Source: an optimization exercise on an open RTL-to-GDS flow (aim: small area, a short achievable clock period and few clock cycles per item). Production flows keep margins and buffers that such runs may drop.
RTL that was checked went through simulation tests only; none was proved equivalent to the original.
No functional check of the RTL was part of runs 1 and 4 to 6.
Power figures rest on the tool's default switching activity, not on a simulated workload.

==> flow/design.v <==
module pkt_validator (
    input  wire        clk,
    input  wire        rst,
    input  wire        in_valid,
    output wire        in_ready,
    input  wire [31:0] in_data,
    input  wire        in_last,
    input  wire [1:0]  in_count,
    output reg         res_valid,
    output wire [2:0]  res_err,
    output wire [5:0]  res_vmask,
    output reg  [2:0]  res_cause,
    output wire [15:0] res_crc_calc,
    output wire [15:0] res_crc_read,
    output wire [10:0] res_apid,
    output wire [13:0] res_seq,
    output wire [16:0] res_plen,
    output wire [7:0]  res_stype,
    output wire [7:0]  res_ssub,
    output wire [7:0]  res_dest,
    output wire [47:0] res_time
);
    function [15:0] crc_table;
        input [7:0] idx;
        reg [15:0] k [0:7];
        integer b;
        begin
            k[0] = 16'h1021; k[1] = 16'h2042; k[2] = 16'h4084; k[3] = 16'h8108;
            k[4] = 16'h1231; k[5] = 16'h2462; k[6] = 16'h48C4; k[7] = 16'h9188;
            crc_table = 16'h0000;
            for (b = 0; b < 8; b = b + 1)
                if (idx[b])
                    crc_table = crc_table ^ k[b];
        end
    endfunction
    function [15:0] crc_step;
        input [15:0] s;
        input [7:0]  d;
        begin
            crc_step = {s[7:0], 8'h00} ^ crc_table(s[15:8] ^ d);
        end
    endfunction
    function [15:0] t2;
        input [15:0] x;
        begin
            t2[0] = x[0] ^ x[4] ^ x[8] ^ x[11] ^ x[12];
            t2[1] = x[1] ^ x[5] ^ x[9] ^ x[12] ^ x[13];
            t2[2] = x[2] ^ x[6] ^ x[10] ^ x[13] ^ x[14];
            t2[3] = x[3] ^ x[7] ^ x[11] ^ x[14] ^ x[15];
            t2[4] = x[4] ^ x[8] ^ x[12] ^ x[15];
            t2[5] = x[0] ^ x[4] ^ x[5] ^ x[8] ^ x[9] ^ x[11] ^ x[12] ^ x[13];
            t2[6] = x[1] ^ x[5] ^ x[6] ^ x[9] ^ x[10] ^ x[12] ^ x[13] ^ x[14];
            t2[7] = x[2] ^ x[6] ^ x[7] ^ x[10] ^ x[11] ^ x[13] ^ x[14] ^ x[15];
            t2[8] = x[3] ^ x[7] ^ x[8] ^ x[11] ^ x[12] ^ x[14] ^ x[15];
            t2[9] = x[4] ^ x[8] ^ x[9] ^ x[12] ^ x[13] ^ x[15];
            t2[10] = x[5] ^ x[9] ^ x[10] ^ x[13] ^ x[14];
            t2[11] = x[6] ^ x[10] ^ x[11] ^ x[14] ^ x[15];
            t2[12] = x[0] ^ x[4] ^ x[7] ^ x[8] ^ x[15];
            t2[13] = x[1] ^ x[5] ^ x[8] ^ x[9];
            t2[14] = x[2] ^ x[6] ^ x[9] ^ x[10];
            t2[15] = x[3] ^ x[7] ^ x[10] ^ x[11];
        end
    endfunction
    function [15:0] t22;
        input [15:0] x;
        begin
            t22[0] = x[3] ^ x[4] ^ x[6] ^ x[10] ^ x[11] ^ x[12];
            t22[1] = x[4] ^ x[5] ^ x[7] ^ x[11] ^ x[12] ^ x[13];
            t22[2] = x[5] ^ x[6] ^ x[8] ^ x[12] ^ x[13] ^ x[14];
            t22[3] = x[6] ^ x[7] ^ x[9] ^ x[13] ^ x[14] ^ x[15];
            t22[4] = x[0] ^ x[7] ^ x[8] ^ x[10] ^ x[14] ^ x[15];
            t22[5] = x[0] ^ x[1] ^ x[3] ^ x[4] ^ x[6] ^ x[8] ^ x[9] ^ x[10] ^ x[12] ^ x[15];
            t22[6] = x[1] ^ x[2] ^ x[4] ^ x[5] ^ x[7] ^ x[9] ^ x[10] ^ x[11] ^ x[13];
            t22[7] = x[2] ^ x[3] ^ x[5] ^ x[6] ^ x[8] ^ x[10] ^ x[11] ^ x[12] ^ x[14];
            t22[8] = x[0] ^ x[3] ^ x[4] ^ x[6] ^ x[7] ^ x[9] ^ x[11] ^ x[12] ^ x[13] ^ x[15];
            t22[9] = x[0] ^ x[1] ^ x[4] ^ x[5] ^ x[7] ^ x[8] ^ x[10] ^ x[12] ^ x[13] ^ x[14];
            t22[10] = x[0] ^ x[1] ^ x[2] ^ x[5] ^ x[6] ^ x[8] ^ x[9] ^ x[11] ^ x[13] ^ x[14] ^ x[15];
            t22[11] = x[1] ^ x[2] ^ x[3] ^ x[6] ^ x[7] ^ x[9] ^ x[10] ^ x[12] ^ x[14] ^ x[15];
            t22[12] = x[0] ^ x[2] ^ x[6] ^ x[7] ^ x[8] ^ x[12] ^ x[13] ^ x[15];
            t22[13] = x[0] ^ x[1] ^ x[3] ^ x[7] ^ x[8] ^ x[9] ^ x[13] ^ x[14];
            t22[14] = x[1] ^ x[2] ^ x[4] ^ x[8] ^ x[9] ^ x[10] ^ x[14] ^ x[15];
            t22[15] = x[2] ^ x[3] ^ x[5] ^ x[9] ^ x[10] ^ x[11] ^ x[15];
        end
    endfunction
    reg         pend0;        
    assign in_ready = !pend0;
    wire acc = in_valid && !pend0;
    reg  [31:0] d_r;
    reg         l_r;
    reg  [1:0]  c_r;
    reg         v_r;
    always @(posedge clk) begin
        d_r <= pend0 ? 32'd0 : in_data;    
        l_r <= in_last;
        c_r <= in_count;
        if (rst) begin
            v_r   <= 1'b0;
            pend0 <= 1'b0;
        end else begin
            v_r   <= acc;
            pend0 <= acc && in_last;
        end
    end
    wire [7:0] byte0 = d_r[31:24];
    wire [7:0] byte1 = d_r[23:16];
    wire [7:0] byte2 = d_r[15:8];
    wire [7:0] byte3 = d_r[7:0];
    wire ok1 = !l_r || (c_r != 2'd0);
    wire ok2 = !l_r || c_r[1];
    wire ok3 = !l_r || (c_r == 2'd3);
    reg         first;        
    reg         b1, b2, b3;   
    reg  [14:0] bc;           
    reg         c_pos;        
    reg         c_zero;       
    reg         c_m1;         
    reg  [13:0] remb;
    reg  [1:0]  rl;
    reg  [15:0] crc;          
    reg  [15:0] crc_rd;       
    reg         got_lo;       
    reg         f_ver, f_type, f_dfh, f_seg;
    reg  [2:0]  apid_hi;
    reg  [7:0]  apid_lo;
    reg  [5:0]  seq_hi;
    reg  [7:0]  seq_lo;
    reg  [16:0] plen_r;
    reg  [7:0]  stype_r, ssub_r, dest_r;
    reg  [47:0] time_r;
    reg         r_ok, r_g8, r_g9, r_g10, r_g16;
    reg         pend1;
    reg         r_vm5;
    reg         err_inv, err_mal;
    wire ge2 = !first && !b1;                 
    wire ge3 = ge2 && !b2;
    wire ge4 = ge3 && !b3;
    wire [15:0] lfield = d_r[31:16];
    wire        lf_hi3 = (lfield[15:3] == 13'd0);
    wire        lf_hi0 = lf_hi3 && !lfield[2];
    wire        lf_big = !lf_hi0 || (lfield[1:0] == 2'd3);     
    wire u4 = first || (b1 && lf_big) || (ge2 && c_pos);
    wire u1 = (b1 && lf_hi0 && lfield[1:0] == 2'd0) || (ge2 && c_zero && rl == 2'd1);
    wire u2 = (b1 && lf_hi0 && lfield[1:0] == 2'd1) || (ge2 && c_zero && rl == 2'd2);
    wire u3 = (b1 && lf_hi0 && lfield[1:0] == 2'd2) || (ge2 && c_zero && rl == 2'd3);
    wire sel4 = v_r && u4;
    wire sel1 = v_r && u1;
    wire sel2 = v_r && u2;
    wire sel3 = v_r && u3;
    wire sel0 = v_r && !(u4 || u1 || u2 || u3);
    wire [15:0] crc_in = crc | {16{first}};
    wire [15:0] x  = crc_in ^ d_r[31:16];
    wire [15:0] s1 = crc_step(crc_in, byte0);
    wire [15:0] s2 = t2(x);
    wire [15:0] s3 = crc_step(s2, byte2);
    wire [15:0] s4 = t22(x) ^ t2(d_r[15:0]);
    wire [15:0] pv = ({16{sel3}} & s3) | ({16{sel2}} & s2) |
                     ({16{sel1}} & s1) | ({16{sel0}} & crc);
    wire [15:0] crc_nx = sel4 ? s4 : pv;
    wire h0  = ge2 && c_zero && (rl == 2'd0);
    wire h1  = u1;
    wire h2  = u2;
    wire h3  = u3;
    wire lo0 = ge2 && c_m1 && (rl == 2'd3) && !got_lo;
    wire [7:0] hi_b = ({8{h0}} & byte0) | ({8{h1}} & byte1) |
                      ({8{h2}} & byte2) | ({8{h3}} & byte3);
    wire [7:0] lo_b = ({8{lo0}} & byte0) | ({8{h0}} & byte1) |
                      ({8{h1}} & byte2) | ({8{h2}} & byte3);
    wire hi_here = h0 || h1 || h2 || h3;
    wire lo_here = h0 || h1 || h2 || lo0;
    wire lo_seen = (h0 && ok1) || (h1 && ok2) || (h2 && ok3) || lo0;
    wire bc_sat = bc[14] && bc[1];           
    wire l_big  = bc_sat || (bc[14] && bc[0] && c_r[1]);
    wire l_ge7  = ge2 || (b1 && c_r[1]);
    wire l_ge8  = ge2 || (b1 && c_r == 2'd3);
    wire l_ge10 = ge3 || (b2 && c_r != 2'd0);
    wire l_ge16 = ge4 || (b3 && c_r == 2'd3);
    wire l_ok   = l_ge7 && !l_big;
    always @(posedge clk) begin
        if (rst) begin
            first     <= 1'b1;
            b1        <= 1'b0;
            b2        <= 1'b0;
            b3        <= 1'b0;
            bc        <= 15'd0;
            pend1     <= 1'b0;
            res_valid <= 1'b0;
        end else begin
            pend1     <= v_r && l_r;
            res_valid <= pend1;
            if (v_r) begin
                first <= l_r;
                b1    <= first && !l_r;
                b2    <= b1 && !l_r;
                b3    <= b2 && !l_r;
                if (l_r)
                    bc <= 15'd0;
                else if (!bc_sat)
                    bc <= bc + 15'd1;
            end
        end
    end
    wire clr_ok  = pend1 && !r_ok;
    wire clr_crc = pend1 && !(r_ok && got_lo);
    always @(posedge clk) begin
        if (v_r || clr_crc)
            crc <= crc_nx;
        if ((v_r && hi_here) || clr_crc)
            crc_rd[15:8] <= hi_b;
        if ((v_r && lo_here) || clr_crc)
            crc_rd[7:0] <= lo_b;
        if ((v_r && first) || clr_ok) begin
            apid_hi <= byte0[2:0];
            apid_lo <= byte1;
            seq_hi  <= byte2[5:0];
            seq_lo  <= byte3;
        end
        if ((v_r && b1) || clr_ok)
            plen_r  <= {1'b0, lfield} + 17'd7;
        if ((v_r && b1) || (pend1 && !r_g8))
            stype_r <= byte3;
        if ((v_r && b2) || (pend1 && !r_g9))
            ssub_r  <= byte0;
        if ((v_r && b2) || (pend1 && !r_g10))
            dest_r  <= byte1;
        if ((v_r && b2) || (pend1 && !r_g16))
            time_r[47:32] <= {byte2, byte3};
        if ((v_r && b3) || (pend1 && !r_g16))
            time_r[31:0] <= d_r;
        if (v_r) begin
            if (first)
                got_lo <= 1'b0;
            else if (lo_seen)
                got_lo <= 1'b1;
            if (b1) begin
                remb   <= lfield[15:2] - {13'd0, !(lfield[1] && lfield[0])};
                rl     <= lfield[1:0] + 2'd1;
                c_pos  <= !lf_hi3 || (lfield[2:0] == 3'd7);
                c_zero <= lf_hi3 && (lfield[2:0] >= 3'd3) && (lfield[2:0] != 3'd7);
                c_m1   <= lf_hi3 && (lfield[2:0] <= 3'd2);
            end else if (c_pos) begin
                remb   <= remb - 14'd1;
                c_pos  <= (remb != 14'd1);
                c_zero <= (remb == 14'd1);
            end else if (c_zero) begin
                c_zero <= 1'b0;
                c_m1   <= 1'b1;
            end
            if (first) begin
                f_ver   <= (byte0[7:5] != 3'd0);
                f_type  <= byte0[4];
                f_dfh   <= !byte0[3];
                f_seg   <= (byte2[7:6] != 2'b11);
            end
            if (l_r) begin
                r_ok  <= l_ok;
                r_g8  <= l_ok && l_ge8;
                r_g9  <= l_ok && ge2;
                r_g10 <= l_ok && l_ge10;
                r_g16 <= l_ok && l_ge16;
            end
        end
    end
    wire [4:0] vm_lo   = {f_seg, f_dfh, f_type, f_ver, !got_lo};
    wire       crc_bad = got_lo && (crc != crc_rd);
    always @(posedge clk) begin
        if (pend1) begin
            r_vm5   <= r_ok && crc_bad;
            err_inv <= !r_ok;
            err_mal <= r_ok && (vm_lo != 5'd0 || crc_bad);
            if (!r_ok)         res_cause <= 3'd0;
            else if (vm_lo[0]) res_cause <= 3'd0;
            else if (vm_lo[1]) res_cause <= 3'd1;
            else if (vm_lo[2]) res_cause <= 3'd2;
            else if (vm_lo[3]) res_cause <= 3'd3;
            else if (vm_lo[4]) res_cause <= 3'd4;
            else if (crc_bad)  res_cause <= 3'd5;
            else               res_cause <= 3'd0;
        end
    end
    assign res_err      = {err_mal, 1'b0, err_inv};
    assign res_vmask    = {r_vm5, r_ok ? vm_lo : 5'd0};
    assign res_crc_calc = crc;
    assign res_crc_read = crc_rd;
    assign res_apid     = {apid_hi, apid_lo};
    assign res_seq      = {seq_hi, seq_lo};
    assign res_plen     = {plen_r[16:3], r_ok ? plen_r[2:0] : 3'd0};
    assign res_stype    = stype_r;
    assign res_ssub     = ssub_r;
    assign res_dest     = dest_r;
    assign res_time     = time_r;
endmodule
==> flow/flow/run.sh <==
#!/bin/bash
# The standard layout, with small buffers on the ports.
set -euo pipefail
bash standard.sh finish "BUFFER_PORTS_ARGS=-buffer_cell sky130_fd_sc_hd__buf_1" > standard.log 2>&1
==> flow/standard.sh <==
#!/bin/bash
# synth_recipe.tcl (not shown) runs the flow's synth.tcl, then flattens the netlist and writes it again
# the make line also repeats each setting of config.mk as NAME=value (left out here)
make -C /OpenROAD-flow-scripts/flow DESIGN_CONFIG=/design/flow/config.mk WORK_HOME=/design/flow/orfs CLKGATE_MAP_FILE= SYNTH_SCRIPT=/design/flow/synth_recipe.tcl "${@:-finish}"
==> flow/config.mk <==
export PLATFORM = sky130hd
export DESIGN_NAME = pkt_validator
export DESIGN_NICKNAME = pkt_validator
export VERILOG_FILES = /design/flow/design.v
export SDC_FILE = /design/flow/constraint.sdc
export NUM_CORES = 4
export LEC_CHECK = 0
export CAP_MARGIN = 20
export CORE_MARGIN = 2
export CORE_UTILIZATION = 40
export PLACE_DENSITY = 0.6
export SETUP_SLACK_MARGIN = 2.0
export SLEW_MARGIN = 20
==> flow/constraint.sdc <==
create_clock -name core_clock -period 5.0 [get_ports {clk}]
set_input_delay 1.0000 -clock core_clock [delete_from_list [all_inputs] [get_ports {clk}]]
set_output_delay 1.0000 -clock core_clock [all_outputs]
set_load 0.01 [all_outputs]
==> impl_metrics.ini, run 1 <==
[cts]
clk_latency_ns = 0.56
path_clk_slew_ns = 0.08
postCtsHoldBufs = 0
cts_buffers = 26
root_buffer = clkbuf_16
htreeDepth = 1
cts_tree = yes
clockBufferDepth = 3
cts.sinks = 239

[floorplanning]
core_area_um2 = 32500
die_h_um = 185
start_util_pct = 40.4
row_count = 66
dieArea_um2 = 34300
die_w_um = 185
ios = 198

[synth]
ys_ff_latch = 239
synth_fp_nets = 1174
synth_warnings = 3
synth_top_area_share_pct = 41.4
yosysUniqueCellTypes = 74
synth-main-ff-cell = edfxtp_1
avgSynthCellArea_um2 = 11.7
synthCells = 1124
synth_edf_count = 181
async_reset_ff_share_pct = 0
yosys-top-cells-area = edfxtp_1 41%, xnor2_1 12%, dfxtp_1 8.8%
yosysMostFrequentCell = xnor2_1
yosys.area.top_type = edfxtp_1
syn_area_um2 = 13100
netlist_top_cells_count = 184 x xnor2_1, 181 x edfxtp_1, 96 x nor2_1, 85 x xor2_1, 65 x nand2_1
ys_seq_area_share_pct = 50.3

[setup_path]
crit_slowest_cell = edfxtp_1
slowest_delay_ns = 0.55
cp_cell_sequence = nor2_4, xnor2_4, xnor3_2, xor3_1, xor3_2, and3_1, o32a_1
r2r_setup_slack_ns = 2.00
crit_required_ns = 5.31
end_kind = register
crit_path_max_fanout = 6
start_kind = register
crit_arrival_ns = 3.31
path_class = reg -> reg

[layout]
nFillCells = 3042
areaGrowthSynthToFinish_pct = 16.5
layout.cells.non_filler = 1770
nets = 1358
multi_input_area_um2 = 6020
register_area_um2 = 6620
num_antenna_cells = 0
drive_gt1_share_pct = 10.4

[sta]
fmax_mhz = 334
slew_viol_final = 0
period_needed_ns = 3.00
finalCritPeriodShare_pct = 60.0
skew_ns = 0.0137
setup_tns_ns = 0
rsz0062_at_grt = true
finalHoldViolCount = 0
worst_pin_slew_ns = 0.908
setup_viol = 0
relSlewSlack_pct = 39.3
worst_slack_ns = 2.00

[drt]
viasPerCell = 5.27
dr_total_vias = 9327
initialDrtViolationCount = 796
ant_nets = 0
drt_pass1_iterations = 5
wire_per_inst_um = 22.3
drc_errors = 0
wirelength_um = 39500

[run_status]
status = complete, no violations

[power_and_ir_drop]
fin_total_pwr_mw = 5.82
powerDensity_nw_per_um2 = 381
p_leak_nw = 5.39
peakVddDrop_v = 0.000229

[place]
dp_hpwl_um = 28300
dp_worst_setup_slack_ns = 1.39
post-place-cells = 1694
port_buffers = 196
globalplace.congestion = 0.903

[global_routing]
antenna_found_initial = 0
grt_usage_pct = 22.9
grt_overflow = 0
grt_pass1_wl_um = 58200
grt_max_degree = 39
grt_pass1_vias = 9033

[job]
drv_cap = 0

[worst_hold_path]
hp-class = reg -> reg
[cells by family (layout without fill, tap and decap cells)]
group	count (synthesis)	count (layout)	share of synthesized area [%]
XOR/XNOR	306	306	24.2
AO/OA/AOI/OAI	150	150	8.01
flip-flops	239	239	50.3
buffers and inverters	120	324	4.89
AND/OR/NAND/NOR	292	292	11.1
multiplexers	4	4	0.305
adder cells (fa/ha/maj)	12	12	1.14
other	1	1	0.0286
[flip-flops by register name, indices dropped and copies added (netlist names), 6 cells and up]
signal   count
time_r      48
d_r         32
plen_r      17
crc         16
crc_rd      16
bc          15
remb        14
apid_lo      8
dest_r       8
seq_lo       8
ssub_r       8
stype_r      8
seq_hi       6
[critical path: cells and delay by family (launching register included)]
family / cells / cell delay (ns)
DFF: 1 / 0.55
AOI/OAI and AO/OA: 1 / 0.34
xor gates and xnor gates: 4 / 1.60
and+or+nand+nor: 2 / 0.27
[per-stage QoR]
stage,cell area [um^2],hold WS (ns),util (%)
2_1_floorplan,13100,0.424,-
3_3_place_gp,14100,0.466,43.3
3_5_place_dp,14100,0.482,43.3
4_1_cts,15100,0.491,46.4
5_1_grt,15300,0.522,47.1
6_report,15300,0.494,47.1
[layer usage]
metal	vias to the layer above	share of wire (%)	GRT usage [%]	wire length (um)
li1	4266	-	-	-
met1	4610	41	30.1	16300
met2	372	49	39.4	19300
met3	79	6.6	3.48	2600
met4	0	3.0	6.54	1190
met5	-	0	0	0
[cells in the final DEF, fill, tap and decap left out, types with 30 or more instances in the layout]
cell,n
nor2_1,96
o21ai_0,30
buf_4,51
xor2_1,83
edfxtp_1,181
dfxtp_1,49
buf_1,196
nor2b_1,36
nand2_1,65
xnor2_1,180
[final timing paths]
| kind | endpoint | startpoint | cells past startpoint |
|---|---|---|---|
| worst max-delay path | crc[6] | crc[15] | 7 |
| worst max register to register | crc[6] | crc[15] | 7 |
| worst min-delay path | bc[13] | bc[13] | 2 |
| worst min register to register | bc[13] | bc[13] | 2 |
[where the power goes]
part / switching (mW) / leakage [nW] / internal [mW] / total (mW)
logic: 0.823 / 2.84 / 0.750 / 1.57
registers: 0.110 / 2.14 / 2.22 / 2.33
clock network: 0.826 / 0.416 / 1.10 / 1.92
[repair_timing]
item,CTS,global route
endpoints found under the setup margin,26,29
gates resized for setup,16,17
buffers inserted,8,20
pin swaps,3,4
[area by class of cell]
| type | count | share of cell area [%] |
|---|---|---|
| Sequential cell | 239 | 43.3 |
| Multi-Input combinational cell | 765 | 39.4 |
| Timing Repair Buffer | 249 | 7.54 |
| Clock buffer | 35 | 4.54 |
| Tap cell | 442 | 3.62 |
| Clock inverter | 13 | 1.03 |
| Inverter | 27 | 0.663 |
==> run 2: changes to the inputs <==
--- a/flow/design.v
+++ b/flow/design.v
@@ -20,26 +20,6 @@
     output wire [7:0]  res_dest,
     output wire [47:0] res_time
 );
-    function [15:0] crc_table;
-        input [7:0] idx;
-        reg [15:0] k [0:7];
-        integer b;
-        begin
-            k[0] = 16'h1021; k[1] = 16'h2042; k[2] = 16'h4084; k[3] = 16'h8108;
-            k[4] = 16'h1231; k[5] = 16'h2462; k[6] = 16'h48C4; k[7] = 16'h9188;
-            crc_table = 16'h0000;
-            for (b = 0; b < 8; b = b + 1)
-                if (idx[b])
-                    crc_table = crc_table ^ k[b];
-        end
-    endfunction
-    function [15:0] crc_step;
-        input [15:0] s;
-        input [7:0]  d;
-        begin
-            crc_step = {s[7:0], 8'h00} ^ crc_table(s[15:8] ^ d);
-        end
-    endfunction
     function [15:0] t2;
         input [15:0] x;
         begin
@@ -82,24 +62,44 @@
             t22[15] = x[2] ^ x[3] ^ x[5] ^ x[9] ^ x[10] ^ x[11] ^ x[15];
         end
     endfunction
-    reg         pend0;        
-    assign in_ready = !pend0;
-    wire acc = in_valid && !pend0;
+    function [15:0] tinv;
+        input [15:0] x;
+        begin
+            tinv[0] = x[3] ^ x[8];
+            tinv[1] = x[4] ^ x[9];
+            tinv[2] = x[0] ^ x[5] ^ x[10];
+            tinv[3] = x[1] ^ x[6] ^ x[11];
+            tinv[4] = x[0] ^ x[2] ^ x[7] ^ x[12];
+            tinv[5] = x[1] ^ x[13];
+            tinv[6] = x[2] ^ x[14];
+            tinv[7] = x[3] ^ x[15];
+            tinv[8] = x[0] ^ x[4];
+            tinv[9] = x[0] ^ x[1] ^ x[5];
+            tinv[10] = x[1] ^ x[2] ^ x[6];
+            tinv[11] = x[2] ^ x[3] ^ x[7];
+            tinv[12] = x[4];
+            tinv[13] = x[0] ^ x[5];
+            tinv[14] = x[1] ^ x[6];
+            tinv[15] = x[2] ^ x[7];
+        end
+    endfunction
+    reg         stall;        
+    assign in_ready = !stall;
+    wire acc = in_valid && !stall;
     reg  [31:0] d_r;
     reg         l_r;
     reg  [1:0]  c_r;
     reg         v_r;
-    always @(posedge clk) begin
-        d_r <= pend0 ? 32'd0 : in_data;    
+    reg         lz_r;         
+    always @(posedge clk) begin
+        d_r <= stall ? 32'd0 : in_data;    
+        lz_r <= stall || (in_data[31:18] == 14'd0);
         l_r <= in_last;
         c_r <= in_count;
-        if (rst) begin
-            v_r   <= 1'b0;
-            pend0 <= 1'b0;
-        end else begin
-            v_r   <= acc;
-            pend0 <= acc && in_last;
-        end
+        if (rst)
+            v_r <= 1'b0;
+        else
+            v_r <= acc;
     end
     wire [7:0] byte0 = d_r[31:24];
     wire [7:0] byte1 = d_r[23:16];
@@ -117,6 +117,7 @@
     reg  [13:0] remb;
     reg  [1:0]  rl;
     reg  [15:0] crc;          
+    reg  [1:0]  kc;           
     reg  [15:0] crc_rd;       
     reg         got_lo;       
     reg         f_ver, f_type, f_dfh, f_seg;
@@ -128,35 +129,31 @@
     reg  [7:0]  stype_r, ssub_r, dest_r;
     reg  [47:0] time_r;
     reg         r_ok, r_g8, r_g9, r_g10, r_g16;
-    reg         pend1;
+    reg         fin;          
     reg         r_vm5;
     reg         err_inv, err_mal;
+    reg         pend1;
     wire ge2 = !first && !b1;                 
     wire ge3 = ge2 && !b2;
     wire ge4 = ge3 && !b3;
     wire [15:0] lfield = d_r[31:16];
     wire        lf_hi3 = (lfield[15:3] == 13'd0);
-    wire        lf_hi0 = lf_hi3 && !lfield[2];
+    wire        lf_hi0 = lz_r;
     wire        lf_big = !lf_hi0 || (lfield[1:0] == 2'd3);     
     wire u4 = first || (b1 && lf_big) || (ge2 && c_pos);
     wire u1 = (b1 && lf_hi0 && lfield[1:0] == 2'd0) || (ge2 && c_zero && rl == 2'd1);
     wire u2 = (b1 && lf_hi0 && lfield[1:0] == 2'd1) || (ge2 && c_zero && rl == 2'd2);
     wire u3 = (b1 && lf_hi0 && lfield[1:0] == 2'd2) || (ge2 && c_zero && rl == 2'd3);
-    wire sel4 = v_r && u4;
-    wire sel1 = v_r && u1;
-    wire sel2 = v_r && u2;
-    wire sel3 = v_r && u3;
-    wire sel0 = v_r && !(u4 || u1 || u2 || u3);
+    wire h0 = ge2 && c_zero && (rl == 2'd0);
+    wire [31:0] dm = {byte0,
+                      byte1 & {8{u4 || u3 || u2}},
+                      byte2 & {8{u4 || u3}},
+                      byte3 & {8{u4}}};
     wire [15:0] crc_in = crc | {16{first}};
-    wire [15:0] x  = crc_in ^ d_r[31:16];
-    wire [15:0] s1 = crc_step(crc_in, byte0);
-    wire [15:0] s2 = t2(x);
-    wire [15:0] s3 = crc_step(s2, byte2);
-    wire [15:0] s4 = t22(x) ^ t2(d_r[15:0]);
-    wire [15:0] pv = ({16{sel3}} & s3) | ({16{sel2}} & s2) |
-                     ({16{sel1}} & s1) | ({16{sel0}} & crc);
-    wire [15:0] crc_nx = sel4 ? s4 : pv;
-    wire h0  = ge2 && c_zero && (rl == 2'd0);
+    wire [15:0] s4 = t22(crc_in ^ dm[31:16]) ^ t2(dm[15:0]);
+    wire step4 = v_r && (first || b1 || (ge2 && (c_pos || (c_zero && rl != 2'd0))));
+    wire undo  = !step4 && (kc != 2'd0);
+    wire [15:0] crc_nx = step4 ? s4 : undo ? tinv(crc) : 16'd0;
     wire h1  = u1;
     wire h2  = u2;
     wire h3  = u3;
@@ -165,8 +162,8 @@
                       ({8{h2}} & byte2) | ({8{h3}} & byte3);
     wire [7:0] lo_b = ({8{lo0}} & byte0) | ({8{h0}} & byte1) |
                       ({8{h1}} & byte2) | ({8{h2}} & byte3);
-    wire hi_here = h0 || h1 || h2 || h3;
-    wire lo_here = h0 || h1 || h2 || lo0;
+    wire hi_here = b1 || (ge2 && c_zero);
+    wire lo_here = b1 || (ge2 && c_zero) || lo0;
     wire lo_seen = (h0 && ok1) || (h1 && ok2) || (h2 && ok3) || lo0;
     wire bc_sat = bc[14] && bc[1];           
     wire l_big  = bc_sat || (bc[14] && bc[0] && c_r[1]);
@@ -175,6 +172,11 @@
     wire l_ge10 = ge3 || (b2 && c_r != 2'd0);
     wire l_ge16 = ge4 || (b3 && c_r == 2'd3);
     wire l_ok   = l_ge7 && !l_big;
+    wire [1:0] kc_nx = (step4 && u1) ? 2'd3 :
+                       (step4 && u2) ? 2'd2 :
+                       (step4 && u3) ? 2'd1 :
+                       undo          ? kc - 2'd1 : kc;
+    wire fin_nx = (v_r && l_r) || (fin && kc != 2'd0);
     always @(posedge clk) begin
         if (rst) begin
             first     <= 1'b1;
@@ -182,10 +184,16 @@
             b2        <= 1'b0;
             b3        <= 1'b0;
             bc        <= 15'd0;
+            kc        <= 2'd0;
+            fin       <= 1'b0;
             pend1     <= 1'b0;
+            stall     <= 1'b0;
             res_valid <= 1'b0;
         end else begin
-            pend1     <= v_r && l_r;
+            kc        <= kc_nx;
+            fin       <= fin_nx;
+            pend1     <= fin_nx && (kc_nx == 2'd0);
+            stall     <= (acc && in_last) || (fin_nx && kc_nx != 2'd0);
             res_valid <= pend1;
             if (v_r) begin
                 first <= l_r;
@@ -202,7 +210,7 @@
     wire clr_ok  = pend1 && !r_ok;
     wire clr_crc = pend1 && !(r_ok && got_lo);
     always @(posedge clk) begin
-        if (v_r || clr_crc)
+        if (step4 || undo || clr_crc)
             crc <= crc_nx;
         if ((v_r && hi_here) || clr_crc)
             crc_rd[15:8] <= hi_b;
--- a/flow/config.mk
+++ b/flow/config.mk
@@ -9,5 +9,5 @@
 export CORE_MARGIN = 2
 export CORE_UTILIZATION = 40
 export PLACE_DENSITY = 0.6
-export SETUP_SLACK_MARGIN = 2.0
+export SETUP_SLACK_MARGIN = 2.4
 export SLEW_MARGIN = 20
==> impl_metrics.ini, run 2 <==
[synth]
yosys-top-cells-area = edfxtp_1 46%, xnor2_1 10%, dfxtp_1 10%
avgSynthCellArea_um2 = 11.4
netlist_top_cells_count = 181 x edfxtp_1, 142 x xnor2_1, 111 x nand2_1, 85 x nor2_1, 77 x xor2_1
ys_seq_area_share_pct = 56.1
synth-main-ff-cell = edfxtp_1
syn_area_um2 = 11900
yosys.area.top_type = edfxtp_1
synth_top_area_share_pct = 45.6
ys_ff_latch = 243
yosysMostFrequentCell = edfxtp_1
synth_warnings = 1
async_reset_ff_share_pct = 0
synth_edf_count = 181
yosysUniqueCellTypes = 66
synth_fp_nets = 1099
synthCells = 1048

[floorplanning]
start_util_pct = 40.4
die_h_um = 177
row_count = 63
dieArea_um2 = 31200
core_area_um2 = 29500
die_w_um = 177
ios = 198

[sta]
slew_viol_final = 0
period_needed_ns = 2.76
rsz0062_at_grt = true
finalCritPeriodShare_pct = 55.3
fmax_mhz = 362
worst_pin_slew_ns = 1.05
hold_slack_ns = 0.488
relSlewSlack_pct = 29.9
setup_tns_ns = 0
skew_ns = 0.0152
finalHoldViolCount = 0
worst_slack_ns = 2.24
setup_viol = 0

[cts]
clk_latency_ns = 0.54
root_buffer = clkbuf_16
cts_buffers = 26
clockBufferDepth = 3
htreeDepth = 1
cts_tree = yes
path_clk_slew_ns = 0.06
cts.sinks = 243

[setup_path]
cp_common_cell = xnor2_4
end_kind = register
crit_path_max_fanout = 5
path_class = reg -> reg
crit_arrival_ns = 3.04
crit_slowest_cell = xnor3_2
crit_required_ns = 5.28
start_kind = register
slowest_delay_ns = 0.51
cp_cell_sequence = clkinvlp_4, ha_4, o211ai_1, buf_4, o211ai_4, nand2_2, xnor2_4, xnor3_2, xnor2_4, xnor2_1, o21ai_1

[place]
dp_hpwl_um = 24200
globalplace.congestion = 0.875
port_buffers = 196
placedInstanceArea_um2 = 12900
dp_worst_setup_slack_ns = 1.91
post-place-cells = 1576

[drt]
wirelength_um = 34600
dr_total_vias = 8670
wire_per_inst_um = 20.8
viasPerCell = 5.21
drc_errors = 0
initialDrtViolationCount = 773
drt_pass1_iterations = 6
ant_nets = 0

[layout]
areaGrowthSynthToFinish_pct = 21.5
nets = 1306
mostFrequentLayoutCells = 196 x buf_1, 181 x edfxtp_1, 126 x xnor2_1
nFillCells = 2668
design_area_um2 = 14500
largest_reg_flops = 48
drive_gt1_share_pct = 13.4
top_regs = time_r (48), d_r (32), plen_r (17)
mostFrequentLayoutCell = buf_1
num_antenna_cells = 0
largest_register = time_r
layout.cells.non_filler = 1665

[job]
drv_cap = 0

[global_routing]
grt_pass1_vias = 8371
grt_pass1_wl_um = 51400
grt_overflow = 0
antenna_found_initial = 0
grt_usage_pct = 21.8
grt_max_degree = 36

[worst_hold_path]
hp-class = reg -> reg

[power_and_ir_drop]
powerDensity_nw_per_um2 = 491
peakVddDrop_v = 0.000223
p_leak_nw = 5.20

[run_status]
status = complete, no violations
[run 2: cell count changes in the layout (fill, tap and decap cells not counted), moves of 13 or more]
| cell | delta |
|---|---|
| xnor3_1 | -13 |
| xnor2_1 | -54 |
| a22oi_1 | -19 |
| a222oi_1 | +16 |
| nand2_1 | +40 |
| a221o_1 | -16 |
[run 2: power breakdown]
part / total [mW] / switching, mW / internal [mW]
clock network: 1.90 / 0.811 / 1.09
logic: 2.42 / 1.25 / 1.16
registers: 2.79 / 0.350 / 2.44
total: 7.11 / 2.41 / 4.70
[run 2: critical path, delay by kind of cell, from the launching register on]
kind	cells	cell delay, ns
adder cells (fa/ha/maj)	1	0.18
buffers and inverters	2	0.33
AND/OR/NAND/NOR	1	0.15
flip-flops	1	0.43
AO/OA/AOI/OAI	3	0.39
XOR/XNOR	4	1.04
[run 2: what timing repair did]
| action | in CTS | in global routing |
|---|---|---|
| hold buffers | 0 | 0 |
| pin swaps | 21 | 27 |
| resized for setup | 35 | 36 |
| gates cloned | 2 | 0 |
| buffers inserted | 17 | 22 |
| endpoints found under the setup margin | 36 | 30 |
[run 2: final timing paths]
check	slack, ns	depth (start not counted)	startpoint	to
worst max-delay path	2.24	11	d_r[16]	crc[6]
worst min-delay path	0.49	2	bc[5]	bc[5]
worst max register to register	2.24	11	d_r[16]	crc[6]
worst min register to register	0.49	2	bc[5]	bc[5]
[run 2: area by class of cell]
cell class              instances  area (um^2)  share of cell area (%)
flip-flops and latches        243         6690                    46.2
inverters                      27          115                   0.795
multi-input cells             703         5120                    35.4
clock buffers                  35          777                    5.37
clock inverters                13         81.3                   0.562
repair buffers                254         1190                    8.26
well taps                     390          488                    3.37
[run 2: cells by family (layout without fill, tap and decap cells)]
kind of cell,count (synthesis),count (layout),share of synthesized area [%]
flip-flops,243,243,56.1
adder cells (fa/ha/maj),14,14,1.45
XOR/XNOR,227,227,17.6
AND/OR/NAND/NOR,329,330,13.2
AO/OA/AOI/OAI,117,118,6.52
other,1,1,0.0315
multiplexers,13,13,1.16
buffers and inverters,104,329,3.96
[run 2: routing by layer]
layer | part of all wire, % | track usage, % | wire (um) | vias to the layer above
li1 | - | - | - | 4013
met2 | 47 | 35.7 | 16300 | 350
met1 | 42 | 29.4 | 14600 | 4231
met5 | 0 | 0 | 0 | -
met3 | 6.6 | 3.19 | 2280 | 76
met4 | 4.0 | 8.47 | 1380 | 0
[run 2: metrics by stage]
step	total power, mW	utilization (%)
finish	7.11	49.1
global route	7.44	49.1
CTS	6.94	47.9
detailed placement	4.96	43.9
global placement	4.95	43.9
floorplan	4.37	-
Testbench counts of run 2, summed over its fixed seeds: cycles 113,228, packets 1,280.
==> run 3: changes to the inputs <==
--- a/flow/config.mk
+++ b/flow/config.mk
@@ -9,5 +9,5 @@
 export CORE_MARGIN = 2
 export CORE_UTILIZATION = 40
 export PLACE_DENSITY = 0.6
-export SETUP_SLACK_MARGIN = 2.4
+export SETUP_SLACK_MARGIN = 2.0
 export SLEW_MARGIN = 20
==> impl_metrics.ini, run 3 <==
[run_status]
status = complete, no violations

[global_routing]
grt_usage_pct = 21.4
grt_pass1_wl_um = 50000
grt_overflow = 0
grt_pass1_vias = 8047
antenna_found_initial = 1
grt_max_degree = 37

[cts]
cts_tree = yes
cts.sinks = 243
htreeDepth = 1
clk_latency_ns = 0.53
clockBufferDepth = 3
path_clk_slew_ns = 0.06
cts_buffers = 25
root_buffer = clkbuf_16
postCtsHoldBufs = 0

[drt]
drc_errors = 0
initialDrtViolationCount = 885
viasPerCell = 5.22
wire_per_inst_um = 20.9
wl_met2_um = 16000
top_layer_used = met4
wl_met1_um = 14400
dr_total_vias = 8529
ant_nets = 0
wl_met3_um = 2440
drt_pass1_iterations = 6
wirelength_um = 34200

[synth]
async_reset_ff_share_pct = 0
synth_top_family_by_area = XOR/XNOR gates
synth-compound-area-share_pct = 6.52
avgSynthCellArea_um2 = 11.4
syn_area_um2 = 11900
synthSimpleGateAreaFrac_pct = 13.2
synth-main-ff-cell = edfxtp_1
yosys.area.top_type = edfxtp_1
yosysUniqueCellTypes = 66
synth_warnings = 1
synthCells = 1048
ys_seq_area_share_pct = 56.1
synthAdderAreaFrac_pct = 1.45
synth_top_area_share_pct = 45.6
netlist_top_cells_count = 181 x edfxtp_1, 142 x xnor2_1, 111 x nand2_1, 85 x nor2_1, 77 x xor2_1
synth_xor_xnor_area_share_pct = 17.6
yosysMostFrequentCell = edfxtp_1
synth_fp_nets = 1099
synth_mux_area_share_pct = 1.16
yosys-top-cells-area = edfxtp_1 46%, xnor2_1 10%, dfxtp_1 10%
ys_ff_latch = 243
synth_edf_count = 181

[layout]
drive_gt1_share_pct = 7.80
register_area_um2 = 6680
design_area_um2 = 14000
multi_input_area_um2 = 4880
areaGrowthSynthToFinish_pct = 17.4
num_antenna_cells = 0
top_regs = time_r (48), d_r (32), plen_r (17)
nets = 1275
largest_reg_flops = 48
nFillCells = 2723
mostFrequentLayoutCells = 196 x buf_1, 181 x edfxtp_1, 136 x xnor2_1
largest_register = time_r
mostFrequentLayoutCell = buf_1

[setup_path]
crit_arrival_ns = 3.17
end_kind = register
crit_path_max_fanout = 12
start_kind = register
crit_required_ns = 5.26
path_class = reg -> reg

[sta]
finalCritPeriodShare_pct = 58.1
worst_pin_slew_ns = 0.969
setup_tns_ns = 0
period_needed_ns = 2.91
fmax_mhz = 344
skew_ns = 0.0139
relSlewSlack_pct = 35.0
hold_slack_ns = 0.504
setup_viol = 0
rsz0062_at_grt = true
finalHoldViolCount = 0
slew_viol_final = 0
worst_slack_ns = 2.09

[worst_hold_path]
hp-class = reg -> reg

[power_and_ir_drop]
fin_total_pwr_mw = 6.96
powerDensity_nw_per_um2 = 498
peakVddDrop_v = 0.000222
p_leak_nw = 4.98

[place]
globalplace.congestion = 0.904
dp_worst_setup_slack_ns = 1.68
placedInstanceArea_um2 = 12900
port_buffers = 196
dp_hpwl_um = 24400

[floorplanning]
die_w_um = 177
dieArea_um2 = 31200
start_util_pct = 40.4
die_h_um = 177
core_area_um2 = 29500
ios = 198
row_count = 63

[job]
drv_cap = 0
## run 3: what timing repair did
item	CTS	global route
gates resized for setup	7	14
endpoints found under the setup margin	14	29
cloned	0	1
setup buffers	3	6
hold endpoints to repair	0	0
pin swaps	2	4
## run 3: worst paths after layout
path                 from     end  slack (ns)  cells past startpoint
setup / recovery  d_r[17]  crc[7]        2.09                      9
hold / removal      bc[7]   bc[7]        0.50                      2
setup reg to reg  d_r[17]  crc[7]        2.09                      9
hold reg to reg     bc[7]   bc[7]        0.50                      2
## run 3: per-stage QoR
step / cells / utilization (%)
6_report: 1633 / 47.4
5_1_grt: 1633 / 47.4
4_1_cts: 1626 / 47.0
3_5_place_dp: 1577 / 43.8
3_3_place_gp: 1577 / 43.8
2_1_floorplan: 1048 / -
## run 3: kinds of logic after synthesis
group	count (synthesis)
and+or+nand+nor	329
DFF	243
xor gates and xnor gates	227
AOI/OAI and AO/OA	117
buffers and inverters	104
adders and majority gates	14
muxes	13
other	1
## run 3: area by class of cell
type | instances | share of cell area (%)
flip-flops and latches | 243 | 47.8
multi-input cells | 702 | 34.9
repair buffers | 225 | 6.87
clock buffers | 36 | 5.28
well taps | 390 | 3.49
clock inverters | 10 | 0.957
inverters | 27 | 0.751
## run 3: report_power, final
| part | switching, mW | total [mW] | internal [mW] |
|---|---|---|---|
| sequential | 0.368 | 2.81 | 2.44 |
| combinational | 1.17 | 2.20 | 1.03 |
| clock | 0.771 | 1.95 | 1.18 |
| total | 2.31 | 6.96 | 4.65 |
## run 3: layer usage
layer | up-vias | GRT usage [%]
met5 | - | 0
met4 | 0 | 7.82
met3 | 76 | 3.10
met2 | 380 | 35.0
met1 | 4133 | 28.9
li1 | 3940 | -
## run 3: critical path: stages, from the launching register on
cell      delay [ns]
dfxtp_4         0.43
ha_2            0.23
and4bb_2        0.31
nor2_1          0.31
mux2_2          0.39
mux2i_1         0.21
xor2_1          0.36
xnor2_1         0.18
xnor2_1         0.13
o21ai_0         0.08
==> run 4: changes to the inputs <==
--- a/flow/design.v
+++ b/flow/design.v
@@ -91,9 +91,10 @@
     reg  [1:0]  c_r;
     reg         v_r;
     reg         lz_r;         
+    wire        in_lz;
     always @(posedge clk) begin
         d_r <= stall ? 32'd0 : in_data;    
-        lz_r <= stall || (in_data[31:18] == 14'd0);
+        lz_r <= stall || in_lz;
         l_r <= in_last;
         c_r <= in_count;
         if (rst)
@@ -145,10 +146,26 @@
     wire u2 = (b1 && lf_hi0 && lfield[1:0] == 2'd1) || (ge2 && c_zero && rl == 2'd2);
     wire u3 = (b1 && lf_hi0 && lfield[1:0] == 2'd2) || (ge2 && c_zero && rl == 2'd3);
     wire h0 = ge2 && c_zero && (rl == 2'd0);
+    wire        first_n  = v_r ? l_r : first;
+    wire        b1_n     = v_r ? (first && !l_r) : b1;
+    wire        ge2_n    = !first_n && !b1_n;
+    wire        c_zero_n = !v_r ? c_zero :
+                           b1   ? (lf_hi3 && (lfield[2:0] >= 3'd3) && (lfield[2:0] != 3'd7)) :
+                           c_pos ? (remb == 14'd1) :
+                           1'b0;
+    wire [1:0]  rl_n     = (v_r && b1) ? lfield[1:0] + 2'd1 : rl;
+    wire        zk_n     = ge2_n && c_zero_n;
+    assign      in_lz    = (in_data[31:18] == 14'd0);
+    reg         kill1, kill2, kill3;
+    always @(posedge clk) begin
+        kill1 <= (b1_n && in_lz && in_data[17:16] == 2'd0) || (zk_n && rl_n == 2'd1);
+        kill2 <= (b1_n && in_lz && !in_data[17]) || (zk_n && (rl_n == 2'd1 || rl_n == 2'd2));
+        kill3 <= (b1_n && in_lz && !(in_data[17] && in_data[16])) || (zk_n && rl_n != 2'd0);
+    end
     wire [31:0] dm = {byte0,
-                      byte1 & {8{u4 || u3 || u2}},
-                      byte2 & {8{u4 || u3}},
-                      byte3 & {8{u4}}};
+                      byte1 & {8{!kill1}},
+                      byte2 & {8{!kill2}},
+                      byte3 & {8{!kill3}}};
     wire [15:0] crc_in = crc | {16{first}};
     wire [15:0] s4 = t22(crc_in ^ dm[31:16]) ^ t2(dm[15:0]);
     wire step4 = v_r && (first || b1 || (ge2 && (c_pos || (c_zero && rl != 2'd0))));
@@ -172,10 +189,8 @@
     wire l_ge10 = ge3 || (b2 && c_r != 2'd0);
     wire l_ge16 = ge4 || (b3 && c_r == 2'd3);
     wire l_ok   = l_ge7 && !l_big;
-    wire [1:0] kc_nx = (step4 && u1) ? 2'd3 :
-                       (step4 && u2) ? 2'd2 :
-                       (step4 && u3) ? 2'd1 :
-                       undo          ? kc - 2'd1 : kc;
+    wire [1:0] kc_nx = (v_r && kill3) ? {kill2, kill1 || !kill2} :
+                       undo           ? kc - 2'd1 : kc;
     wire fin_nx = (v_r && l_r) || (fin && kc != 2'd0);
     always @(posedge clk) begin
         if (rst) begin
--- a/flow/config.mk
+++ b/flow/config.mk
@@ -9,5 +9,5 @@
 export CORE_MARGIN = 2
 export CORE_UTILIZATION = 40
 export PLACE_DENSITY = 0.6
-export SETUP_SLACK_MARGIN = 2.0
+export SETUP_SLACK_MARGIN = 2.7
 export SLEW_MARGIN = 20
==> impl_metrics.ini, run 4 <==
[drt]
dr_total_vias = 8515
drt_pass1_iterations = 8
initialDrtViolationCount = 1027
drc_errors = 0
wirelength_um = 33900
viasPerCell = 5.17
ant_nets = 0
wire_per_inst_um = 20.6

[sta]
hold_slack_ns = 0.472
rsz0062_at_grt = true
setup_tns_ns = 0
slew_viol_final = 0
worst_pin_slew_ns = 0.935
finalCritPeriodShare_pct = 48.6
fmax_mhz = 412
setup_viol = 0
relSlewSlack_pct = 37.5
period_needed_ns = 2.43
finalHoldViolCount = 0
skew_ns = 0.0138

[layout]
nets = 1288
multi_input_area_um2 = 5130
drive_gt1_share_pct = 15.8
mostFrequentLayoutCell = buf_1
layout.cells.non_filler = 1646
nFillCells = 2729
mostFrequentLayoutCells = 187 x buf_1, 180 x edfxtp_1, 114 x xnor2_1
finish.utilization_pct = 49.7
largest_register = time_r
areaGrowthSynthToFinish_pct = 22.0
largest_reg_flops = 48
register_area_um2 = 6770
design_area_um2 = 14700
num_antenna_cells = 0
top_regs = time_r (48), d_r (32), plen_r (17)

[setup_path]
crit_arrival_ns = 1.43
crit_required_ns = 4.00
cp_common_cell = buf_6
critPathBufInv = 2
rr_endpoint = got_lo
r2r_setup_slack_ns = 2.69
cp_cell_sequence = buf_6, and2_4, buf_6
crit_slowest_cell = edfxtp_1
path_class = reg -> out
slowest_delay_ns = 0.48
end_kind = output pin
r2r_start = c_zero
cp_top_family = flip-flops
start_kind = register
reg2regPathDepth = 6
crit_path_max_fanout = 3

[run_status]
status = complete, no violations

[cts]
path_clk_slew_ns = 0.06
clockBufferDepth = 3
root_buffer = clkbuf_16
cts.sinks = 246
cts_buffers = 27
postCtsHoldBufs = 0
clk_latency_ns = 0.53
cts_tree = yes
htreeDepth = 1

[job]
drv_cap = 0

[place]
post-place-cells = 1548
globalplace.congestion = 0.891
dp_hpwl_um = 24300
port_buffers = 196
placedInstanceArea_um2 = 13100

[synth]
ys_ff_latch = 246
synth_xor_xnor_area_share_pct = 18.7
synth_mux_area_share_pct = 0.332
synth_warnings = 1
syn_area_um2 = 12100
synth_fp_nets = 1071
synth_edf_count = 180
synth_top_area_share_pct = 44.8
synth_top_family_by_area = XOR/XNOR gates
netlist_top_cells_count = 180 x edfxtp_1, 130 x xnor2_1, 101 x nor2_1, 72 x nand2_1, 66 x dfxtp_1
synth-compound-area-share_pct = 5.78
avgSynthCellArea_um2 = 11.9
synthSimpleGateAreaFrac_pct = 13.8
yosys-top-cells-area = edfxtp_1 45%, dfxtp_1 11%, xnor2_1 9.4%
ys_seq_area_share_pct = 55.8
yosysMostFrequentCell = edfxtp_1
synthCells = 1018
yosys.area.top_type = edfxtp_1
async_reset_ff_share_pct = 0
yosysUniqueCellTypes = 63
synthAdderAreaFrac_pct = 1.56
synth-main-ff-cell = edfxtp_1

[worst_hold_path]
hold_depth = 2
whs_endpoint = lz_r
hp-class = reg -> reg
hp-start = stall

[floorplanning]
row_count = 63
die_w_um = 178
core_area_um2 = 29600
start_util_pct = 40.7
ios = 198
dieArea_um2 = 31600
die_h_um = 178

[global_routing]
grt_pass1_wl_um = 49200
antenna_found_initial = 1
grt_overflow = 0
grt_pass1_vias = 7882
grt_usage_pct = 20.9
grt_max_degree = 43

[power_and_ir_drop]
p_clk_share_pct = 27.5
peakVddDrop_v = 0.000250
powerDensity_nw_per_um2 = 498
combPwrFrac_pct = 35.1
switchingPower_mw = 2.29
p_leak_nw = 5.46
p_int_mw = 5.03
p_sw_share_pct = 31.3
seq_power_share_pct = 37.4
-- run 4: how the worst max path moves through the flow --
stage,start,to,cells after the start
3_5_place_dp,v_r,crc_rd[6],3
2_1_floorplan,crc[4],crc[5],7
4_1_cts,r_ok,res_plen[0],3
3_3_place_gp,v_r,crc_rd[2],3
6_report,r_ok,res_plen[2],3
5_1_grt,r_ok,res_vmask[1],3
-- run 4: logic make-up after synthesis --
| logic type | after synthesis |
|---|---|
| and+or+nand+nor | 334 |
| DFF | 246 |
| xor gates and xnor gates | 213 |
| AOI/OAI and AO/OA | 104 |
| buffers and inverters | 101 |
| adders and majority gates | 15 |
| muxes | 4 |
| other | 1 |
-- run 4: worst register-to-register path: stages, from the launching register on --
cell	delay [ns]
dfxtp_1	0.43
or3b_1	0.49
nor2_1	0.13
a32o_1	0.57
o21ai_0	0.16
o21ai_0	0.12
o41a_1	0.15
-- run 4: layer usage --
metal	vias to the layer above	routed length, um	global-route usage, %
li1	3968	-	-
met1	4120	14200	28.3
met2	354	16100	34.9
met3	73	2630	2.93
met4	0	1010	6.45
met5	-	0	0
-- run 4: power groups by stage --
stage | logic, mW | clock network [mW] | registers, mW
6_report | 2.57 | 2.01 | 2.74
5_1_grt | 2.74 | 2.14 | 2.76
4_1_cts | 2.37 | 2.04 | 2.75
3_5_place_dp | 2.18 | 0 | 2.85
3_3_place_gp | 2.17 | 0 | 2.84
2_1_floorplan | 1.79 | 0 | 2.68
-- run 4: layout make-up --
class | instances | share of cell area, %
tap | 390 | 3.32
multi-input combinational | 671 | 34.9
clock inverter | 20 | 1.50
sequential | 246 | 46.0
timing repair buffer | 263 | 8.94
clock buffer | 30 | 4.67
inverter | 26 | 0.663
-- run 4: repair_timing --
item / CTS / global route
gates resized for setup: 54 / 55
buffers inserted: 20 / 28
setup endpoints to repair: 71 / 49
pin swaps: 6 / 11
-- run 4: per-stage QoR --
step	worst slack (ns)	total power, mW
after floorplan	2.70	4.47
after global placement	2.28	5.01
after detailed placement	2.13	5.02
after CTS	2.54	7.16
after global routing	2.51	7.63
final	2.57	7.33
==> run 5: changes to the inputs <==
--- a/flow/config.mk
+++ b/flow/config.mk
@@ -9,5 +9,5 @@
 export CORE_MARGIN = 2
 export CORE_UTILIZATION = 40
 export PLACE_DENSITY = 0.6
-export SETUP_SLACK_MARGIN = 2.7
+export SETUP_SLACK_MARGIN = 2.4
 export SLEW_MARGIN = 20
==> impl_metrics.ini, run 5 <==
[run_status]
status = complete, no violations

[global_routing]
grt_max_degree = 34
grt_pass1_vias = 7777
grt_pass1_wl_um = 49000
grt_overflow = 0
grt_usage_pct = 21.0
antenna_found_initial = 0

[floorplanning]
ios = 198
dieArea_um2 = 31600
row_count = 63
die_w_um = 178
core_area_um2 = 29600
start_util_pct = 40.7
die_h_um = 178

[sta]
fmax_mhz = 391
setup_tns_ns = 0
finalHoldViolCount = 0
rsz0062_at_grt = true
period_needed_ns = 2.56
skew_ns = 0.0116
worst_pin_slew_ns = 1.10
finalCritPeriodShare_pct = 51.1
setup_viol = 0
relSlewSlack_pct = 26.5
slew_viol_final = 0

[synth]
synth-main-ff-cell = edfxtp_1
yosys-top-cells-area = edfxtp_1 45%, dfxtp_1 11%, xnor2_1 9.4%
yosysUniqueCellTypes = 63
syn_area_um2 = 12100
ys_ff_latch = 246
avgSynthCellArea_um2 = 11.9
yosys.area.top_type = edfxtp_1
yosysMostFrequentCell = edfxtp_1
async_reset_ff_share_pct = 0
synth_fp_nets = 1071
synth_warnings = 1
synth_top_area_share_pct = 44.8
synthCells = 1018
netlist_top_cells_count = 180 x edfxtp_1, 130 x xnor2_1, 101 x nor2_1, 72 x nand2_1, 66 x dfxtp_1
ys_seq_area_share_pct = 55.8
synth_edf_count = 180

[cts]
clk_latency_ns = 0.54
clockBufferDepth = 3
root_buffer = clkbuf_16
cts.sinks = 246
htreeDepth = 1
path_clk_slew_ns = 0.06
cts_tree = yes
cts_buffers = 27

[setup_path]
crit_arrival_ns = 2.96
crit_path_max_fanout = 24
crit_required_ns = 5.40
r2r_setup_slack_ns = 2.44
r2r_start = first
path_class = reg -> reg
reg2regPathDepth = 7
start_kind = register
rr_endpoint = crc[5]
end_kind = register
crit_start = first

[worst_hold_path]
whs_endpoint = lz_r
hold_depth = 2
hp-start = stall
hp-class = reg -> reg

[power_and_ir_drop]
powerDensity_nw_per_um2 = 504
p_leak_nw = 5.04
peakVddDrop_v = 0.000257
fin_total_pwr_mw = 7.06

[layout]
drive_gt1_share_pct = 8.02
top_regs = time_r (48), d_r (32), plen_r (17)
num_antenna_cells = 0
nFillCells = 2819
mostFrequentLayoutCells = 196 x buf_1, 180 x edfxtp_1, 130 x xnor2_1
areaGrowthSynthToFinish_pct = 16.1
nets = 1241
largest_register = time_r
mostFrequentLayoutCell = buf_1
largest_reg_flops = 48

[drt]
drc_errors = 0
wire_per_inst_um = 21.2
initialDrtViolationCount = 915
ant_nets = 0
wirelength_um = 33800
drt_pass1_iterations = 7
dr_total_vias = 8316
viasPerCell = 5.20

[job]
drv_cap = 0

[place]
globalplace.congestion = 0.888
dp_hpwl_um = 24300
port_buffers = 196
run 5: how the worst max path moves through the flow:
stage / end / slack, ns / cells after the start
final: crc[5] / 2.44 / 7
after global routing: crc[5] / 2.29 / 7
after CTS: crc[5] / 2.31 / 7
after detailed placement: crc_rd[5] / 2.12 / 3
after global placement: crc_rd[2] / 2.25 / 3
after floorplan: apid_hi[0] / 2.50 / 5
run 5: layout make-up:
cell class	instances	area, um^2	share of cell area [%]
clock buffers	31	711	5.07
clock inverters	19	204	1.46
inverters	26	97.6	0.696
multi-input cells	671	4880	34.9
flip-flops and latches	246	6740	48.1
well taps	390	488	3.48
repair buffers	216	890	6.35
run 5: critical path, cell delays in order (launching register included):
cell,delay (ns)
dfxtp_2,0.42
buf_6,0.25
nor2_2,0.07
xnor2_1,0.29
xnor3_1,0.49
xnor3_2,0.43
xnor3_1,0.34
o21ai_1,0.11
run 5: timing repair:
item,CTS,global route
gates resized for setup,3,14
setup endpoints to repair,19,25
pin swaps,0,0
cloned,0,0
hold buffers,0,0
buffers inserted,2,0
run 5: layer usage:
metal  track usage (%)  part of all wire, %
met2              33.7                   46
met5                 0                    0
met4              7.31                  3.3
met1              29.4                   43
met3              2.78                  7.3
run 5: cells by family (layout without fill, tap and decap cells):
group | after synthesis | count (layout) | share of synthesized area [%]
buffers and inverters | 101 | 292 | 4.03
xor gates and xnor gates | 213 | 213 | 18.7
other | 1 | 1 | 0.0311
muxes | 4 | 4 | 0.332
and+or+nand+nor | 334 | 334 | 13.8
AOI/OAI and AO/OA | 104 | 104 | 5.78
DFF | 246 | 246 | 55.8
adders and majority gates | 15 | 15 | 1.56
run 5: report_power, final:
group          leakage (nW)  total (mW)  switching [mW]  internal (mW)
registers              2.21        2.86           0.390           2.47
clock network         0.429        2.03           0.840           1.19
logic                  2.40        2.17            1.03           1.14
total                  5.04        7.06            2.26           4.79
run 5: stage by stage:
step	setup WS, ns	util [%]	hold WS [ns]	instances	instance area (um^2)
finish	2.44	47.3	0.459	1599	14000
global route	2.29	47.3	0.514	1599	14000
CTS	2.31	47.2	0.467	1598	14000
detailed placement	2.12	44.0	0.452	1546	13000
global placement	2.25	44.0	0.449	1546	13000
floorplan	2.50	-	0.420	1018	12100
==> run 6: changes to the inputs <==
--- a/flow/design.v
+++ b/flow/design.v
@@ -131,7 +131,7 @@
     reg  [47:0] time_r;
     reg         r_ok, r_g8, r_g9, r_g10, r_g16;
     reg         fin;          
-    reg         r_vm5;
+    reg         r_vm5, r_short;
     reg         err_inv, err_mal;
     reg         pend1;
     wire ge2 = !first && !b1;                 
@@ -140,11 +140,6 @@
     wire [15:0] lfield = d_r[31:16];
     wire        lf_hi3 = (lfield[15:3] == 13'd0);
     wire        lf_hi0 = lz_r;
-    wire        lf_big = !lf_hi0 || (lfield[1:0] == 2'd3);     
-    wire u4 = first || (b1 && lf_big) || (ge2 && c_pos);
-    wire u1 = (b1 && lf_hi0 && lfield[1:0] == 2'd0) || (ge2 && c_zero && rl == 2'd1);
-    wire u2 = (b1 && lf_hi0 && lfield[1:0] == 2'd1) || (ge2 && c_zero && rl == 2'd2);
-    wire u3 = (b1 && lf_hi0 && lfield[1:0] == 2'd2) || (ge2 && c_zero && rl == 2'd3);
     wire h0 = ge2 && c_zero && (rl == 2'd0);
     wire        first_n  = v_r ? l_r : first;
     wire        b1_n     = v_r ? (first && !l_r) : b1;
@@ -171,9 +166,9 @@
     wire step4 = v_r && (first || b1 || (ge2 && (c_pos || (c_zero && rl != 2'd0))));
     wire undo  = !step4 && (kc != 2'd0);
     wire [15:0] crc_nx = step4 ? s4 : undo ? tinv(crc) : 16'd0;
-    wire h1  = u1;
-    wire h2  = u2;
-    wire h3  = u3;
+    wire h1  = kill1;
+    wire h2  = kill2 && !kill1;
+    wire h3  = kill3 && !kill2;
     wire lo0 = ge2 && c_m1 && (rl == 2'd3) && !got_lo;
     wire [7:0] hi_b = ({8{h0}} & byte0) | ({8{h1}} & byte1) |
                       ({8{h2}} & byte2) | ({8{h3}} & byte3);
@@ -232,13 +227,17 @@
         if ((v_r && lo_here) || clr_crc)
             crc_rd[7:0] <= lo_b;
         if ((v_r && first) || clr_ok) begin
+            f_ver   <= (byte0[7:5] != 3'd0);
+            f_type  <= byte0[4];
+            f_dfh   <= !byte0[3] && v_r;
+            f_seg   <= (byte2[7:6] != 2'b11) && v_r;
             apid_hi <= byte0[2:0];
             apid_lo <= byte1;
             seq_hi  <= byte2[5:0];
             seq_lo  <= byte3;
         end
         if ((v_r && b1) || clr_ok)
-            plen_r  <= {1'b0, lfield} + 17'd7;
+            plen_r  <= ({1'b0, lfield} + 17'd7) & {14'h3FFF, {3{v_r}}};
         if ((v_r && b1) || (pend1 && !r_g8))
             stype_r <= byte3;
         if ((v_r && b2) || (pend1 && !r_g9))
@@ -268,12 +267,6 @@
                 c_zero <= 1'b0;
                 c_m1   <= 1'b1;
             end
-            if (first) begin
-                f_ver   <= (byte0[7:5] != 3'd0);
-                f_type  <= byte0[4];
-                f_dfh   <= !byte0[3];
-                f_seg   <= (byte2[7:6] != 2'b11);
-            end
             if (l_r) begin
                 r_ok  <= l_ok;
                 r_g8  <= l_ok && l_ge8;
@@ -288,6 +281,7 @@
     always @(posedge clk) begin
         if (pend1) begin
             r_vm5   <= r_ok && crc_bad;
+            r_short <= r_ok && !got_lo;
             err_inv <= !r_ok;
             err_mal <= r_ok && (vm_lo != 5'd0 || crc_bad);
             if (!r_ok)         res_cause <= 3'd0;
@@ -301,12 +295,12 @@
         end
     end
     assign res_err      = {err_mal, 1'b0, err_inv};
-    assign res_vmask    = {r_vm5, r_ok ? vm_lo : 5'd0};
+    assign res_vmask    = {r_vm5, f_seg, f_dfh, f_type, f_ver, r_short};
     assign res_crc_calc = crc;
     assign res_crc_read = crc_rd;
     assign res_apid     = {apid_hi, apid_lo};
     assign res_seq      = {seq_hi, seq_lo};
-    assign res_plen     = {plen_r[16:3], r_ok ? plen_r[2:0] : 3'd0};
+    assign res_plen     = plen_r;
     assign res_stype    = stype_r;
     assign res_ssub     = ssub_r;
     assign res_dest     = dest_r;
--- a/flow/config.mk
+++ b/flow/config.mk
@@ -9,5 +9,5 @@
 export CORE_MARGIN = 2
 export CORE_UTILIZATION = 40
 export PLACE_DENSITY = 0.6
-export SETUP_SLACK_MARGIN = 2.4
+export SETUP_SLACK_MARGIN = 2.7
 export SLEW_MARGIN = 20
==> impl_metrics.ini, run 6 <==
[drt]
drc_errors = 0
dr_total_vias = 8689
initialDrtViolationCount = 798
drt_pass1_iterations = 6
wirelength_um = 36600
ant_nets = 0
wire_per_inst_um = 22.2
viasPerCell = 5.28

[global_routing]
grt_most_used_layer = met2
antenna_found_initial = 0
grt_max_degree = 42
grt_pass1_vias = 8181
grt_pass1_wl_um = 52800
grt_usage_pct = 22.7
grt_overflow = 0
use_met3_pct = 3.26
use_met2_pct = 38.6
met1_usage_pct = 30.2

[floorplanning]
dieArea_um2 = 31800
core_area_um2 = 29800
ios = 198
die_h_um = 178
row_count = 63
die_w_um = 178
start_util_pct = 40.8

[synth]
yosys.area.top_type = edfxtp_1
synth_warnings = 1
synth_fp_nets = 1055
netlist_top_cells_count = 181 x edfxtp_1, 106 x xnor2_1, 91 x nor2_1, 76 x nand2_1, 65 x dfxtp_1
syn_area_um2 = 12200
synth_edf_count = 181
ys_seq_area_share_pct = 55.4
avgSynthCellArea_um2 = 12.1
synth_top_area_share_pct = 44.7
yosysUniqueCellTypes = 65
yosysMostFrequentCell = edfxtp_1
synthCells = 1004
yosys-top-cells-area = edfxtp_1 45%, dfxtp_1 11%, xnor2_1 7.6%
synth-main-ff-cell = edfxtp_1
async_reset_ff_share_pct = 0
ys_ff_latch = 246

[sta]
skew_ns = 0.0101
slew_viol_final = 0
finalHoldViolCount = 0
setup_viol = 0
worst_pin_slew_ns = 0.938
finalCritPeriodShare_pct = 48.1
relSlewSlack_pct = 37.1
rsz0062_at_grt = true
period_needed_ns = 2.40
setup_tns_ns = 0
fmax_mhz = 416

[setup_path]
crit_path_max_fanout = 3
rr_endpoint = crc[6]
cp-endpoint = crc[6]
start_kind = register
crit_slowest_cell = edfxtp_1
cp_cell_sequence = xnor2_2, nor2_4, xnor3_1, xnor2_2, xnor3_1, a21o_1
r2r_setup_slack_ns = 2.60
crit_start = crc[1]
crit_required_ns = 5.30
r2r_start = crc[1]
reg2regPathDepth = 6
crit_arrival_ns = 2.70
path_class = reg -> reg
slowest_delay_ns = 0.50
end_kind = register

[place]
dp_hpwl_um = 25300
port_buffers = 196
placedInstanceArea_um2 = 13200
globalplace.congestion = 0.874

[cts]
htreeDepth = 1
root_buffer = clkbuf_16
cts.sinks = 246
path_clk_slew_ns = 0.06
clk_latency_ns = 0.54
cts_tree = yes
clockBufferDepth = 3
cts_buffers = 27

[layout]
drive_gt1_share_pct = 15.9
mostFrequentLayoutCells = 194 x buf_1, 181 x edfxtp_1, 99 x xnor2_1
design_area_um2 = 14700
largest_reg_flops = 48
areaGrowthSynthToFinish_pct = 20.6
num_antenna_cells = 0
nets = 1285
top_regs = time_r (48), d_r (32), plen_r (17)
finish.utilization_pct = 49.2
nFillCells = 2687
mostFrequentLayoutCell = buf_1
largest_register = time_r

[power_and_ir_drop]
powerDensity_nw_per_um2 = 506
fin_total_pwr_mw = 7.42
peakVddDrop_v = 0.000255
p_leak_nw = 5.41

[job]
drv_cap = 0

[worst_hold_path]
hp-class = reg -> reg

[run_status]
status = complete, no violations
-- run 6: cell types whose count changed after synthesis, moves of 7 or more --
| cell | before | now |
|---|---|---|
| xnor2_2 | 3 | 10 |
| o21ai_0 | 17 | 25 |
| clkbuf_1 | 36 | 25 |
| xor2_1 | 53 | 60 |
| nor2_1 | 101 | 91 |
| and2_1 | 9 | 1 |
| xnor2_1 | 130 | 106 |
-- run 6: layout make-up --
type,instances,area (um^2),area share [%]
Tap cell,390,488,3.33
Timing Repair inverter,1,5.00,0.0341
Sequential cell,246,6790,46.3
Timing Repair Buffer,268,1330,9.09
Multi-Input combinational cell,663,5120,34.9
Inverter,27,109,0.742
Clock inverter,9,81.3,0.555
Clock buffer,41,738,5.03
-- run 6: worst min path at each step --
stage	start	endpoint	slack, ns	depth (start not counted)
after floorplan	d_r[31]	ssub_r[7]	0.42	0
after detailed placement	bc[13]	bc[13]	0.48	2
after CTS	bc[13]	bc[13]	0.49	2
after global routing	d_r[12]	time_r[12]	0.50	0
after global placement	bc[13]	bc[13]	0.47	2
final	d_r[12]	time_r[12]	0.48	0
-- run 6: kinds of logic after synthesis --
kind of cell             after synthesis  synth area share [%]
AND/OR/NAND/NOR                      331                  14.0
flip-flops                           246                  55.4
multiplexers                           3                 0.247
AO/OA/AOI/OAI                        108                  6.01
buffers and inverters                 96                  4.02
XOR/XNOR                             206                  19.0
other                                  1                0.0308
adder cells (fa/ha/maj)               13                  1.34
-- run 6: stage by stage --
stage,worst slack [ns],instances,hold slack [ns]
after detailed placement,1.97,1541,0.480
after global routing,2.54,1645,0.496
after CTS,2.56,1630,0.490
after floorplan,2.71,1004,0.420
after global placement,2.08,1541,0.466
final,2.60,1645,0.485
-- run 6: power breakdown --
part	internal, mW	switching (mW)
logic	1.41	1.40
clock network	1.07	0.807
registers	2.48	0.244
total	4.97	2.45
-- run 6: what timing repair did --
| item | in CTS | in global routing |
|---|---|---|
| hold buffers | 0 | 0 |
| endpoints found under the setup margin | 77 | 32 |
| gates resized for setup | 42 | 39 |
| buffers inserted | 37 | 14 |
| pin swaps | 11 | 11 |
| gates cloned | 2 | 1 |
-- run 6: critical path: cells and delay by family (launching register included) --
| kind | cells | cell delay (ns) |
|---|---|---|
| AOI/OAI and AO/OA | 1 | 0.18 |
| xor gates and xnor gates | 4 | 1.40 |
| DFF | 1 | 0.50 |
| and+or+nand+nor | 1 | 0.10 |
-- run 6: routing by layer --
| metal | share of wire [%] | vias up |
|---|---|---|
| met5 | 0 | - |
| met4 | 2.9 | 0 |
| met3 | 7.8 | 65 |
| met2 | 49 | 382 |
| met1 | 40 | 4278 |
| li1 | - | 3964 |

## port drivers added, routing unchanged
The flow's constraints put no driver on any port. The routed layouts listed below were extracted and timed again, unchanged, in two steps. Step 1: set_driving_cell puts a clkbuf_16 on clk and a buf_2 on each other input, an assumption about the parent block. Step 2 also shifts input and output timing later by t, the mid clock arrival at the registers, as if the neighbouring blocks saw the same clock. a / b / c = ideal / step 1 / step 2; a / b = the first two.
| run | t, ns | setup slack, ns | worst slew at a driven data input, ns |
|---|---|---|---|
| run 1 | 0.597 | 2.002 / 2.002 / 2.002 | 0.06 |
| run 2 | 0.583 | 2.237 / 2.237 / 2.237 | 0.05 |
| run 3 | 0.569 | 2.093 / 2.093 / 2.093 | 0.07 |
| run 4 | 0.576 | 2.571 / 2.522 / 2.421 | 0.06 |
| run 5 | 0.585 | 2.444 / 2.444 / 2.444 | 0.04 |
| run 6 | 0.584 | 2.596 / 2.596 / 2.514 | 0.06 |
After both steps setup and hold are still met in every run listed. The setup slack of run 4, which loses most, moves by -0.049 ns with the drivers and by -0.150 ns with both steps.
